Context: an optimization exercise on an open-source flow, tuned for small area, a short achievable clock period and few clock cycles. The choices shown serve that exercise and are no tape-out recipe. In this exercise RTL edits were held to simulation tests only and were not proved equivalent to the original. Power is estimated from default activity; no workload was simulated.

## rs485_frame_asm
module rs485_frame_asm (
    input  wire         clk,
    input  wire         rst,
    input  wire [255:0] addr_map,
    input  wire         in_valid,
    input  wire [7:0]   in_data,
    output wire         in_ready,
    output wire         out_valid,
    output wire [7:0]   out_data,
    output wire         out_last,
    input  wire         out_ready,
    output wire         idle
);
Size in the first run: about 5,600 cells after synthesis.
Settings: LEC_CHECK=0, CAP_MARGIN=20, CORE_MARGIN=2, CORE_UTILIZATION=60, CTS_CLUSTER_DIAMETER=80, CTS_CLUSTER_SIZE=24, PLACE_DENSITY=0.7, SLEW_MARGIN=20, SYNTH_MEMORY_MAX_BITS=4096; clock period 12.0 ns.
standard.sh (not shown) runs the stock make flow with config.mk's settings and CLKGATE_MAP_FILE= SYNTH_SCRIPT=/design/flow/synth_recipe.tcl, a recipe that flattens the netlist after the stock synthesis.
==> flow/flow/run.sh <==
#!/bin/bash
set -euo pipefail
bash standard.sh SETUP_SLACK_MARGIN=9 \
  "BUFFER_PORTS_ARGS=-buffer_cell sky130_fd_sc_hd__buf_1" \
  "CTS_ARGS=-sink_clustering_enable -repair_clock_nets -sink_clustering_size 24 -sink_clustering_max_diameter 80 -dont_use_dummy_load" \
  finish > standard_flow.log 2>&1
Testbench counts at the start, summed over its fixed seeds: cycles 17,061.
Edit:
==> flow/run.sh (new file) <==
#!/bin/bash
# synth_recipe.tcl (not shown) runs the flow's synth.tcl, then flattens the netlist and writes it again
# the make line also repeats each setting of config.mk as NAME=value (left out here)
make -C /OpenROAD-flow-scripts/flow DESIGN_CONFIG=/design/flow/config.mk WORK_HOME=/design/flow/orfs CLKGATE_MAP_FILE= SYNTH_SCRIPT=/design/flow/synth_recipe.tcl finish
- CORE_UTILIZATION: 60 -> 70
- PLACE_DENSITY: 0.7 -> 0.8
- SETUP_SLACK_MARGIN: not set -> 5
removed: flow/flow/run.sh
removed: flow/standard.sh
Result: Synthesized area stays the same. Flip-flop and latch count does not change. Via count decreases slightly. Setup slack got worse by 1.4 ns. Fmax decreases by a quarter to a third. Non-clock buffer count decreases by 394.
Edit:
==> flow/flow/run.sh (new file) <==
#!/bin/bash
set -euo pipefail
bash standard.sh SETUP_SLACK_MARGIN=7 \
  "BUFFER_PORTS_ARGS=-buffer_cell sky130_fd_sc_hd__buf_1" \
  "CTS_ARGS=-sink_clustering_enable -repair_clock_nets -sink_clustering_size 24 -sink_clustering_max_diameter 80 -dont_use_dummy_load" \
  finish > standard_flow.log 2>&1
==> flow/standard.sh (new file) <==
#!/bin/bash
# synth_recipe.tcl (not shown) runs the flow's synth.tcl, then flattens the netlist and writes it again
# the make line also repeats each setting of config.mk as NAME=value (left out here)
make -C /OpenROAD-flow-scripts/flow DESIGN_CONFIG=/design/flow/config.mk WORK_HOME=/design/flow/orfs CLKGATE_MAP_FILE= SYNTH_SCRIPT=/design/flow/synth_recipe.tcl "${@:-finish}"
- CORE_UTILIZATION: 70 -> 60
- PLACE_DENSITY: 0.8 -> 0.7
- SETUP_SLACK_MARGIN: 5 -> not set
removed: flow/run.sh
What happened: The changed run finished with timing, DRC and antenna clean. Core utilization went down by 12 points. Total power came out lower by 2.4%. Clock-buffer cell count goes down by 25. Combinational power hardly moves. Global-route usage fell by 8.7 points. Critical path depth increases by 2.

========
== run 1 ==
Another version of the RTL of rs485_frame_asm (not shown whole).
Size in the first run: about 6600 cells after synthesis, roughly 2800 flip-flops, ~280 I/O pins.
clock: 12.0 ns
lec_check: 0
abc_area: 1
cap_margin: 20
core_margin: 2
core_utilization: 60
cts_cluster_diameter: 80
cts_cluster_size: 24
place_density: 0.7
slew_margin: 20
synth_memory_max_bits: 4096
==> flow/flow/run.sh <==
#!/bin/bash
set -euo pipefail
bash standard.sh SETUP_SLACK_MARGIN=8.25 \
  "BUFFER_PORTS_ARGS=-buffer_cell sky130_fd_sc_hd__buf_1" \
  "CTS_ARGS=-sink_clustering_enable -repair_clock_nets -sink_clustering_size 16 -sink_clustering_max_diameter 60 -dont_use_dummy_load -buf_list sky130_fd_sc_hd__clkbuf_8" \
  finish > standard_flow.log 2>&1
Testbench counts of run 1, summed over its fixed seeds: cycles 17,077.
The inputs of run 2 differ from those of run 1 as listed below.
==> flow/flow/run.sh <==
#!/bin/bash
set -euo pipefail
bash standard.sh SETUP_SLACK_MARGIN=8.25 \
  "BUFFER_PORTS_ARGS=-buffer_cell sky130_fd_sc_hd__buf_1" \
  "CTS_ARGS=-sink_clustering_enable -repair_clock_nets -sink_clustering_size 16 -sink_clustering_max_diameter 60 -dont_use_dummy_load -buf_list sky130_fd_sc_hd__clkbuf_8 -root_buf sky130_fd_sc_hd__clkbuf_16" \
  finish > standard_flow.log 2>&1
Results
- On non-filler instance count after layout, run 2 tracks run 1 almost exactly.
- Comparing run 2 with run 1, the standby leakage power came out essentially unchanged.
- Run 2 gives more critical path's largest stage delay than run 1 did.
- Compared run 2 against run 1; post-route core utilization within noise.
The inputs of run 3 differ from those of run 2 as listed below.
==> flow/flow/run.sh <==
#!/bin/bash
set -euo pipefail
bash standard.sh SETUP_SLACK_MARGIN=8.25 \
  "BUFFER_PORTS_ARGS=-buffer_cell sky130_fd_sc_hd__buf_1" \
  "CTS_ARGS=-sink_clustering_enable -repair_clock_nets -sink_clustering_size 20 -sink_clustering_max_diameter 60 -dont_use_dummy_load -buf_list sky130_fd_sc_hd__clkbuf_8" \
  finish > standard_flow.log 2>&1
[summary]
- Vias: run 3 below run 2
- Multi-input gate share of total cell area of run 3 is on par with run 2.
- NOTE internal power summed over all cells run 2->run 3 decreased slightly
- Looking at final worst slack across run 2 and run 3, the one that comes out lower is run 3.
- Run 3: post-route fraction of the period consumed by the critical path 0.47 points above run 2
- On fmax, the higher figure sits with run 2, not run 3.
- Reported for run 2 and run 3, final weighted congestion in routability-driven placement turned out identical to the last digit.
- Going from run 2 to run 3, non-clock buffer count shrank slightly.
Inputs modified between run 3 and run 4:
==> flow/flow/run.sh <==
#!/bin/bash
set -euo pipefail
bash standard.sh SETUP_SLACK_MARGIN=8.5 \
  "BUFFER_PORTS_ARGS=-buffer_cell sky130_fd_sc_hd__buf_1" \
  "CTS_ARGS=-sink_clustering_enable -repair_clock_nets -sink_clustering_size 16 -sink_clustering_max_diameter 60 -dont_use_dummy_load -buf_list sky130_fd_sc_hd__clkbuf_8" \
  finish > standard_flow.log 2>&1
Notes after the runs:
- Compared to run 3, run 4 shows a narrower setup margin.
- Delta(antenna cell count, run 4 - run 3) < 0
- Compared run 4 vs run 3, and met1 routing resource usage after global routing is up in run 4.
- Run 4 vs run 3 — net load switching power climbed by a few percent

afterwards: timing with drivers on the ports:
In the flow no input, the clock included, has a driving cell. The finished layouts below were timed again as built, in two steps.
Step 1: set_driving_cell puts a clkbuf_16 on clk and a buf_2 on each other input, an assumption about the parent block.
Step 2 moves the port delays by t, midway between the first and last clock arrival at a register: inputs arrive t later, outputs are due t later. That takes back most of the time a late clock gives input paths.
a / b / c = no drivers / after step 1 / after step 2; a / b = the first two.
run | shift t [ns] | setup WS [ns] | clock arrival spread, ns | worst slew at a driven data input, ns | pins driven straight from the clock port
the first run of note 1 | 0.826 | 7.865 / 7.865 / 7.208 | 0.121 / 0.121 | 0.19 | 1
the second run of note 1 | 0.873 | 6.431 / 6.431 / 6.423 | 0.069 / 0.069 | 0.19 | 1
the third run of note 1 | 0.821 | 7.156 / 7.156 / 6.485 | 0.115 / 0.115 | 0.20 | 1
run 1 | 0.969 | 8.203 / 8.124 / 7.412 | 0.141 / 0.142 | 0.29 | 1
run 2 | 0.837 | 8.244 / 8.231 / 7.465 | 0.144 / 0.144 | 0.28 | 1
run 3 | 0.984 | 8.188 / 8.107 / 7.415 | 0.118 / 0.117 | 0.29 | 1
run 4 | 0.966 | 8.153 / 8.082 / 7.568 | 0.130 / 0.129 | 0.17 | 1
After both steps setup and hold are still met in every run listed. For run 1, which loses most, drivers alone change the setup slack by -0.079 ns; drivers and shift together by -0.791 ns.
